Context: an optimization exercise on an open-source flow, tuned for small area, a short achievable clock period and few clock cycles per item. The choices shown serve that exercise and are no tape-out recipe.
Only simulation tests tie the RTL to the original design; equivalence was not proved.
Power and IR drop assume default switching activity.

## the baseline
==> flow/design.v <==
module b62_enc (
    input  wire         clk,
    input  wire         rst,
    input  wire [495:0] alpha,         
    input  wire         start,
    input  wire [15:0]  len,
    output wire         idle,
    input  wire         in_valid,
    input  wire [7:0]   in_data,
    output wire         in_ready,
    output wire         out_valid,
    output wire [7:0]   out_sym,
    output wire         out_last,
    input  wire         out_ready
);
    reg        running;      
    reg [15:0] bytes_left;   
    reg        blz;          
    reg        bl1;          
    reg [18:0] acc;          
    reg [4:0]  have;         
    reg        d5;           
    reg        irdy;         
    reg        idle_r;
    reg        ov;           
    reg [7:0]  osym;
    reg        olast;
    reg        ov1;          
    reg [7:0]  osym1;
    reg        olast1;
    wire       term = blz && (have <= 5'd6);
    wire       can  = running && (blz || (have >= 5'd6));
    wire       cmp  = (acc[4:1] == 4'hF) && (!term || acc[5]);
    wire       lst  = term && !cmp;
    wire [5:0] d    = {d5, acc[4:0]};
    reg [7:0] sym;
    integer k;
    always @(*) begin
        sym = 8'd0;
        for (k = 0; k < 62; k = k + 1)
            if (d == k[5:0])
                sym = sym | alpha[k*8 +: 8];
    end
    wire        ld   = irdy && in_valid;
    wire        step = can && !ov1;
    wire        pop  = ov && out_ready;
    wire [18:0] ins  = {11'd0, in_data} << have;
    wire [18:0] pre  = ld ? (acc | ins) : acc;
    wire [18:0] sh   = cmp ? (pre >> 5) : (pre >> 6);
    wire [18:0] acc_n = step ? (lst ? 19'd0 : sh) : pre;
    function [4:0] addc;
        input [4:0] h;
        input integer c;
        integer t;
        begin
            addc = 5'd0;
            for (t = 0; t < 20; t = t + 1)
                if (h == t)
                    addc = t + c;
        end
    endfunction
    wire [4:0]  h_01  = cmp ? addc(have, -5) : addc(have, -6);
    wire [4:0]  h_11  = cmp ? addc(have, 3) : addc(have, 2);
    wire [4:0]  have_n = lst && step ? 5'd0 :
                         {ld, step} == 2'b00 ? have :
                         {ld, step} == 2'b10 ? addc(have, 8) :
                         {ld, step} == 2'b01 ? h_01 : h_11;
    wire        r_00  = (have < 5'd12);
    wire        r_10  = (have < 5'd4);
    wire        r_01  = cmp ? (have < 5'd17) : (have < 5'd18);
    wire        r_11  = cmp ? (have < 5'd9) : (have < 5'd10);
    wire        blz_n = blz || (ld && bl1);
    wire        irdy_n = !blz_n && ({ld, step} == 2'b00 ? r_00 :
                                    {ld, step} == 2'b10 ? r_10 :
                                    {ld, step} == 2'b01 ? r_01 : r_11);
    wire [15:0] bl_dec = bytes_left - 16'd1;
    assign idle      = idle_r;
    assign in_ready  = irdy;
    assign out_valid = ov;
    assign out_sym   = osym;
    assign out_last  = olast;
    always @(posedge clk) begin
        if (rst) begin
            running    <= 1'b0;
            bytes_left <= 16'd0;
            blz        <= 1'b1;
            bl1        <= 1'b0;
            acc        <= 19'd0;
            have       <= 5'd0;
            d5         <= 1'b0;
            irdy       <= 1'b0;
            idle_r     <= 1'b1;
            ov         <= 1'b0;
            osym       <= 8'd0;
            olast      <= 1'b0;
            ov1        <= 1'b0;
            osym1      <= 8'd0;
            olast1     <= 1'b0;
        end else if (idle_r) begin
            if (start) begin
                running    <= (len != 16'd0);
                bytes_left <= len;
                blz        <= (len == 16'd0);
                bl1        <= (len == 16'd1);
                acc        <= 19'd0;
                have       <= 5'd0;
                d5         <= 1'b0;
                irdy       <= (len != 16'd0);
                idle_r     <= (len == 16'd0);
            end
        end else begin
            if (pop ? ov1 : ov) begin
                if (pop) begin
                    osym  <= osym1;
                    olast <= olast1;
                end
            end else begin
                osym  <= sym;
                olast <= lst;
            end
            if (!ov1) begin
                osym1  <= sym;
                olast1 <= lst;
            end
            ov  <= pop ? (ov1 || step) : (ov || step);
            ov1 <= !pop && (ov1 || (ov && step));
            if (step && lst)
                running <= 1'b0;
            if (pop && !ov1 && !running)
                idle_r <= 1'b1;
            acc  <= acc_n;
            have <= have_n;
            d5   <= acc_n[5] && (acc_n[4:1] != 4'hF);
            if (ld) begin
                bytes_left <= bl_dec;
                bl1        <= (bytes_left == 16'd2);
            end
            blz  <= blz_n;
            irdy <= irdy_n;
        end
    end
endmodule
module b62_dec (
    input  wire         clk,
    input  wire         rst,
    input  wire [495:0] alpha,         
    input  wire         start,
    input  wire [15:0]  len,
    output wire         idle,
    input  wire         in_valid,
    input  wire [7:0]   in_sym,
    output wire         in_ready,
    output wire         out_valid,
    output wire [7:0]   out_data,
    input  wire         out_ready,
    output wire         done,
    output wire         err,
    output wire [15:0]  err_idx,
    output wire [15:0]  olen
);
    reg        idle_r;
    reg        done_r;
    reg        irdy;         
    reg [15:0] rem;          
    reg        rnz;          
    reg        r1;           
    reg        sv1;
    reg [7:0]  sym;
    reg        slast1;
    reg        sv;
    reg [5:0]  xr;
    reg        hitr;
    reg        cmpcr;
    reg        slast;
    reg        fin;          
    reg        tailp;        
    reg [15:0] i;            
    reg [6:0]  acc;          
    reg [2:0]  off;
    reg        err_r;
    reg [15:0] olen_r;       
    reg        v0, v1;
    reg [7:0]  ob0, ob1;
    reg [5:0] xl;
    reg       hitl;
    reg       cmpcl;         
    integer k;
    always @(*) begin
        xl    = 6'd0;
        hitl  = 1'b0;
        cmpcl = 1'b0;
        for (k = 0; k < 62; k = k + 1) begin
            if (alpha[k*8 +: 8] == sym) begin
                xl   = xl | k[5:0];
                hitl = 1'b1;
                if (k == 30 || k == 31)
                    cmpcl = 1'b1;
            end
        end
    end
    wire [5:0] x    = xr;
    wire       hit  = hitr;
    wire       cmpc = cmpcr;
    function [2:0] bitlen;
        input [5:0] val;
        begin
            if (val[5])      bitlen = 3'd6;
            else if (val[4]) bitlen = 3'd5;
            else if (val[3]) bitlen = 3'd4;
            else if (val[2]) bitlen = 3'd3;
            else if (val[1]) bitlen = 3'd2;
            else if (val[0]) bitlen = 3'd1;
            else             bitlen = 3'd0;
        end
    endfunction
    wire [12:0] sum  = {6'd0, acc} | ({7'd0, x} << off);
    wire [7:0]  b0   = sum[7:0];
    wire        good = hit && !err_r;
    wire [2:0]  o5   = off + 3'd5;
    wire [2:0]  o6   = off + 3'd6;
    wire        f_nl = cmpc ? (off >= 3'd3) : (off >= 3'd2);
    wire [6:0]  bl;
    assign bl[6] = x[5];
    assign bl[5] = !x[5] && x[4];
    assign bl[4] = !x[5] && !x[4] && x[3];
    assign bl[3] = !x[5] && !x[4] && !x[3] && x[2];
    assign bl[2] = !x[5] && !x[4] && !x[3] && !x[2] && x[1];
    assign bl[1] = !x[5] && !x[4] && !x[3] && !x[2] && !x[1] && x[0];
    assign bl[0] = (x == 6'd0);
    reg  [2:0]  o_l;
    reg         f_l, t_l;
    integer b;
    always @(*) begin
        o_l = 3'd0;
        f_l = 1'b0;
        t_l = 1'b0;
        for (b = 0; b < 7; b = b + 1) begin
            if (bl[b]) begin
                o_l = o_l | (off + b[2:0]);
                f_l = f_l | ({1'b0, off} + b[3:0] >= 4'd8);
                t_l = t_l | ((off + b[2:0]) != 3'd0);
            end
        end
    end
    wire [2:0]  off_n = slast ? o_l : (cmpc ? o5 : o6);
    wire        full  = slast ? f_l : f_nl;      
    wire        take  = sv && !v1;
    wire        fpush = tailp && !v1;
    wire        push  = (take && good && (full || (slast && t_l))) || fpush;
    wire [7:0]  ob_in  = tailp ? {1'b0, acc} : b0;
    wire        pop   = v0 && out_ready;
    wire        v0_n  = pop ? (v1 || push) : (v0 || push);
    wire        v1_n  = !pop && (v1 || (v0 && push));
    wire        acc_in  = in_valid && irdy;
    wire        rnz_n   = rnz && !(acc_in && r1);
    wire        adv2    = sv1 && (!sv || take);
    wire        sv_n    = adv2 || (sv && !take);
    wire        sv1_n   = acc_in || (sv1 && !adv2);
    wire        irdy_n  = rnz_n && (!sv1_n || !sv_n || !v1_n);
    assign idle      = idle_r;
    assign in_ready  = irdy;
    assign out_valid = v0;
    assign out_data  = ob0;
    assign done      = done_r;
    assign err       = err_r;
    assign err_idx   = i;
    assign olen      = olen_r;
    always @(posedge clk) begin
        if (rst) begin
            idle_r <= 1'b1;
            done_r <= 1'b0;
            irdy   <= 1'b0;
            rem    <= 16'd0;
            rnz    <= 1'b0;
            r1     <= 1'b0;
            sv1    <= 1'b0;
            sym    <= 8'd0;
            slast1 <= 1'b0;
            sv     <= 1'b0;
            xr     <= 6'd0;
            hitr   <= 1'b0;
            cmpcr  <= 1'b0;
            slast  <= 1'b0;
            fin    <= 1'b0;
            tailp  <= 1'b0;
            i      <= 16'd0;
            acc    <= 7'd0;
            off    <= 3'd0;
            err_r  <= 1'b0;
            olen_r <= 16'd0;
            v0     <= 1'b0;
            v1     <= 1'b0;
            ob0    <= 8'd0;
            ob1    <= 8'd0;
        end else if (idle_r) begin
            if (start) begin
                idle_r <= 1'b0;
                rem    <= len;
                rnz    <= (len != 16'd0);
                r1     <= (len == 16'd1);
                irdy   <= (len != 16'd0);
                sv1    <= 1'b0;
                slast1 <= 1'b0;
                sv     <= 1'b0;
                slast  <= 1'b0;
                fin    <= (len == 16'd0);
                tailp  <= 1'b0;
                done_r <= (len == 16'd0);
                i      <= 16'hFFFF;
                acc    <= 7'd0;
                off    <= 3'd0;
                err_r  <= 1'b0;
                olen_r <= 16'd0;
                v0     <= 1'b0;
                v1     <= 1'b0;
            end
        end else if (done_r) begin
            done_r <= 1'b0;
            idle_r <= 1'b1;
        end else begin
            if (acc_in) begin
                sym    <= in_sym;
                slast1 <= r1;
                rem   <= rem - 16'd1;
                r1    <= (rem == 16'd2);
            end
            rnz  <= rnz_n;
            sv1  <= sv1_n;
            sv   <= sv_n;
            if (adv2) begin
                xr    <= xl;
                hitr  <= hitl;
                cmpcr <= cmpcl;
                slast <= slast1;
            end
            irdy <= irdy_n;
            if (take) begin
                if (!err_r) begin
                    i <= i + 16'd1;
                    if (!hit) begin
                        err_r <= 1'b1;
                    end else begin
                        acc <= full ? {2'b00, sum[12:8]} : sum[6:0];
                        off <= off_n;
                    end
                end
                if (slast) begin
                    fin   <= 1'b1;
                    tailp <= good && f_l && t_l;
                end
            end
            if (fpush)
                tailp <= 1'b0;
            if (pop)
                olen_r <= olen_r + 16'd1;
            if (fin && !tailp && !v1 && (!v0 || out_ready))
                done_r <= 1'b1;
            v0  <= v0_n;
            v1  <= v1_n;
            ob0 <= pop ? (v1 ? ob1 : ob_in) : (v0 ? ob0 : ob_in);
            if (!v1)
                ob1 <= ob_in;
        end
    end
endmodule
module b62_codec (
    input  wire        clk,
    input  wire        rst,
    input  wire        tt_we,
    input  wire [5:0]  tt_addr,
    input  wire [7:0]  tt_data,
    input  wire        enc_start,
    input  wire [15:0] enc_len,
    output wire        enc_idle,
    input  wire        enc_in_valid,
    input  wire [7:0]  enc_in_data,
    output wire        enc_in_ready,
    output wire        enc_out_valid,
    output wire [7:0]  enc_out_sym,
    output wire        enc_out_last,
    input  wire        enc_out_ready,
    input  wire        dec_start,
    input  wire [15:0] dec_len,
    output wire        dec_idle,
    input  wire        dec_in_valid,
    input  wire [7:0]  dec_in_sym,
    output wire        dec_in_ready,
    output wire        dec_out_valid,
    output wire [7:0]  dec_out_data,
    input  wire        dec_out_ready,
    output wire        dec_done,
    output wire        dec_err,
    output wire [15:0] dec_err_idx,
    output wire [15:0] dec_olen
);
    reg [495:0] alpha;
    genvar g;
    generate
        for (g = 0; g < 62; g = g + 1) begin : g_alpha
            always @(posedge clk) begin
                if (tt_we && tt_addr == g)
                    alpha[g*8 +: 8] <= tt_data;
            end
        end
    endgenerate
    b62_enc u_enc (
        .clk       (clk),
        .rst       (rst),
        .alpha     (alpha),
        .start     (enc_start),
        .len       (enc_len),
        .idle      (enc_idle),
        .in_valid  (enc_in_valid),
        .in_data   (enc_in_data),
        .in_ready  (enc_in_ready),
        .out_valid (enc_out_valid),
        .out_sym   (enc_out_sym),
        .out_last  (enc_out_last),
        .out_ready (enc_out_ready)
    );
    b62_dec u_dec (
        .clk       (clk),
        .rst       (rst),
        .alpha     (alpha),
        .start     (dec_start),
        .len       (dec_len),
        .idle      (dec_idle),
        .in_valid  (dec_in_valid),
        .in_sym    (dec_in_sym),
        .in_ready  (dec_in_ready),
        .out_valid (dec_out_valid),
        .out_data  (dec_out_data),
        .out_ready (dec_out_ready),
        .done      (dec_done),
        .err       (dec_err),
        .err_idx   (dec_err_idx),
        .olen      (dec_olen)
    );
endmodule
==> flow/config.mk <==
export PLATFORM = sky130hd
export DESIGN_NAME = b62_codec
export DESIGN_NICKNAME = b62_codec
export VERILOG_FILES = /design/flow/design.v
export SDC_FILE = /design/flow/constraint.sdc
export NUM_CORES = 4
export LEC_CHECK = 0
export CAP_MARGIN = 20
export CORE_MARGIN = 2
export CORE_UTILIZATION = 40
export SETUP_SLACK_MARGIN = 5
export SLEW_MARGIN = 20
==> flow/constraint.sdc <==
create_clock -name core_clock -period 9.0 [get_ports {clk}]
set_input_delay 1.8000 -clock core_clock [delete_from_list [all_inputs] [get_ports {clk}]]
set_output_delay 1.8000 -clock core_clock [all_outputs]
set_load 0.01 [all_outputs]
run.sh (not shown) runs the stock make flow with config.mk's settings and CLKGATE_MAP_FILE= SYNTH_SCRIPT=/design/flow/synth_recipe.tcl, a recipe that flattens the netlist after the stock synthesis.
The baseline: PASS, flow complete, no timing, DRC or antenna violations
Testbench counts of the baseline, summed over its fixed seeds: cycles 14,069, items 9,181.
What the candidate does differently from the baseline at the input level:
diff --git a/flow/design.v b/flow/design.v
--- a/flow/design.v
+++ b/flow/design.v
@@ -17,11 +17,10 @@
     reg [15:0] bytes_left;   
     reg        blz;          
     reg        bl1;          
     reg [18:0] acc;          
     reg [4:0]  have;         
-    reg        d5;           
     reg        irdy;         
     reg        idle_r;
     reg        ov;           
     reg [7:0]  osym;
     reg        olast;
@@ -30,11 +29,11 @@
     reg        olast1;
     wire       term = blz && (have <= 5'd6);
     wire       can  = running && (blz || (have >= 5'd6));
     wire       cmp  = (acc[4:1] == 4'hF) && (!term || acc[5]);
     wire       lst  = term && !cmp;
-    wire [5:0] d    = {d5, acc[4:0]};
+    wire [5:0] d    = {acc[5] && (acc[4:1] != 4'hF), acc[4:0]};
     reg [7:0] sym;
     integer k;
     always @(*) begin
         sym = 8'd0;
         for (k = 0; k < 62; k = k + 1)
@@ -85,11 +84,10 @@
             bytes_left <= 16'd0;
             blz        <= 1'b1;
             bl1        <= 1'b0;
             acc        <= 19'd0;
             have       <= 5'd0;
-            d5         <= 1'b0;
             irdy       <= 1'b0;
             idle_r     <= 1'b1;
             ov         <= 1'b0;
             osym       <= 8'd0;
             olast      <= 1'b0;
@@ -102,11 +100,10 @@
                 bytes_left <= len;
                 blz        <= (len == 16'd0);
                 bl1        <= (len == 16'd1);
                 acc        <= 19'd0;
                 have       <= 5'd0;
-                d5         <= 1'b0;
                 irdy       <= (len != 16'd0);
                 idle_r     <= (len == 16'd0);
             end
         end else begin
             if (pop ? ov1 : ov) begin
@@ -128,11 +125,10 @@
                 running <= 1'b0;
             if (pop && !ov1 && !running)
                 idle_r <= 1'b1;
             acc  <= acc_n;
             have <= have_n;
-            d5   <= acc_n[5] && (acc_n[4:1] != 4'hF);
             if (ld) begin
                 bytes_left <= bl_dec;
                 bl1        <= (bytes_left == 16'd2);
             end
             blz  <= blz_n;
@@ -162,47 +158,39 @@
     reg        done_r;
     reg        irdy;         
     reg [15:0] rem;          
     reg        rnz;          
     reg        r1;           
-    reg        sv1;
-    reg [7:0]  sym;
-    reg        slast1;
     reg        sv;
-    reg [5:0]  xr;
-    reg        hitr;
-    reg        cmpcr;
+    reg [7:0]  sym;
     reg        slast;
     reg        fin;          
     reg        tailp;        
     reg [15:0] i;            
     reg [6:0]  acc;          
     reg [2:0]  off;
     reg        err_r;
     reg [15:0] olen_r;       
     reg        v0, v1;
     reg [7:0]  ob0, ob1;
-    reg [5:0] xl;
-    reg       hitl;
-    reg       cmpcl;         
+    reg [5:0] x;
+    reg       hit;
+    reg       cmpc;          
     integer k;
     always @(*) begin
-        xl    = 6'd0;
-        hitl  = 1'b0;
-        cmpcl = 1'b0;
+        x    = 6'd0;
+        hit  = 1'b0;
+        cmpc = 1'b0;
         for (k = 0; k < 62; k = k + 1) begin
             if (alpha[k*8 +: 8] == sym) begin
-                xl   = xl | k[5:0];
-                hitl = 1'b1;
+                x   = x | k[5:0];
+                hit = 1'b1;
                 if (k == 30 || k == 31)
-                    cmpcl = 1'b1;
+                    cmpc = 1'b1;
             end
         end
     end
-    wire [5:0] x    = xr;
-    wire       hit  = hitr;
-    wire       cmpc = cmpcr;
     function [2:0] bitlen;
         input [5:0] val;
         begin
             if (val[5])      bitlen = 3'd6;
             else if (val[4]) bitlen = 3'd5;
@@ -251,14 +239,12 @@
     wire        pop   = v0 && out_ready;
     wire        v0_n  = pop ? (v1 || push) : (v0 || push);
     wire        v1_n  = !pop && (v1 || (v0 && push));
     wire        acc_in  = in_valid && irdy;
     wire        rnz_n   = rnz && !(acc_in && r1);
-    wire        adv2    = sv1 && (!sv || take);
-    wire        sv_n    = adv2 || (sv && !take);
-    wire        sv1_n   = acc_in || (sv1 && !adv2);
-    wire        irdy_n  = rnz_n && (!sv1_n || !sv_n || !v1_n);
+    wire        sv_n    = acc_in || (sv && !take);
+    wire        irdy_n  = rnz_n && (!sv_n || !v1_n);
     assign idle      = idle_r;
     assign in_ready  = irdy;
     assign out_valid = v0;
     assign out_data  = ob0;
     assign done      = done_r;
@@ -271,17 +257,12 @@
             done_r <= 1'b0;
             irdy   <= 1'b0;
             rem    <= 16'd0;
             rnz    <= 1'b0;
             r1     <= 1'b0;
-            sv1    <= 1'b0;
-            sym    <= 8'd0;
-            slast1 <= 1'b0;
             sv     <= 1'b0;
-            xr     <= 6'd0;
-            hitr   <= 1'b0;
-            cmpcr  <= 1'b0;
+            sym    <= 8'd0;
             slast  <= 1'b0;
             fin    <= 1'b0;
             tailp  <= 1'b0;
             i      <= 16'd0;
             acc    <= 7'd0;
@@ -297,12 +278,10 @@
                 idle_r <= 1'b0;
                 rem    <= len;
                 rnz    <= (len != 16'd0);
                 r1     <= (len == 16'd1);
                 irdy   <= (len != 16'd0);
-                sv1    <= 1'b0;
-                slast1 <= 1'b0;
                 sv     <= 1'b0;
                 slast  <= 1'b0;
                 fin    <= (len == 16'd0);
                 tailp  <= 1'b0;
                 done_r <= (len == 16'd0);
@@ -317,24 +296,17 @@
         end else if (done_r) begin
             done_r <= 1'b0;
             idle_r <= 1'b1;
         end else begin
             if (acc_in) begin
-                sym    <= in_sym;
-                slast1 <= r1;
+                sym   <= in_sym;
+                slast <= r1;
                 rem   <= rem - 16'd1;
                 r1    <= (rem == 16'd2);
             end
             rnz  <= rnz_n;
-            sv1  <= sv1_n;
             sv   <= sv_n;
-            if (adv2) begin
-                xr    <= xl;
-                hitr  <= hitl;
-                cmpcr <= cmpcl;
-                slast <= slast1;
-            end
             irdy <= irdy_n;
             if (take) begin
                 if (!err_r) begin
                     i <= i + 16'd1;
                     if (!hit) begin
Portion of total power attributed to the clock network delta (the baseline -> the candidate): insignificant
Of the candidate and the baseline, the lower worst slack at placement belongs to the candidate.
Min starting utilization of the core area across the candidate and the baseline: the candidate
Between the candidate and the baseline, the clock group power is lower for the candidate.
Against the baseline, the candidate comes in 1884 lower on via count of the first global-routing pass.
Lower total power after layout goes to the candidate over the baseline.
Diff the candidate and the baseline: global-route usage lower in the candidate
Count of buffer and inverter cells on the critical path (the candidate over the baseline): decrease, 1
Max logic gate share of total power across the candidate and the baseline: the baseline
Comparing share of the clock period used by the worst path after layout for the candidate and the baseline, the smaller number came from the baseline.
Sequential cell count was higher in the run labelled the baseline.
Antenna diode count came out exactly the same in the candidate and the baseline.
Compared with the baseline, the candidate shows a lower clock buffer count.
Testbench counts of the candidate, summed over its fixed seeds: cycles 13,877, items 9,181.

-- afterwards: timing with drivers on the ports --
No port has a modelled driver above. Below, the same layouts with a new extraction and two added sets of constraints.
Step 1, drivers: a clkbuf_16 drives clk and a buf_2 each remaining input, both assumed.
Step 2 also shifts input and output timing later by t, the mid clock arrival at the registers, as if the neighbouring blocks saw the same clock.
Three values: no drivers, after step 1, after step 2; two values: the first two.
| run | shift t [ns] | setup slack, ns | hold slack, ns | worst slew at a driven data input, ns |
|---|---|---|---|---|
| the baseline | 0.695 | 4.988 / 4.988 / 4.563 | 0.442 / 0.442 / 0.442 | 0.08 |
| the candidate | 0.697 | 4.902 / 4.902 / 4.372 | 0.455 / 0.455 / 0.455 | 0.07 |
After both steps every run listed still meets setup and hold. The setup slack of the candidate, which loses most, moves by 0.000 ns with the drivers and by -0.530 ns with both steps.
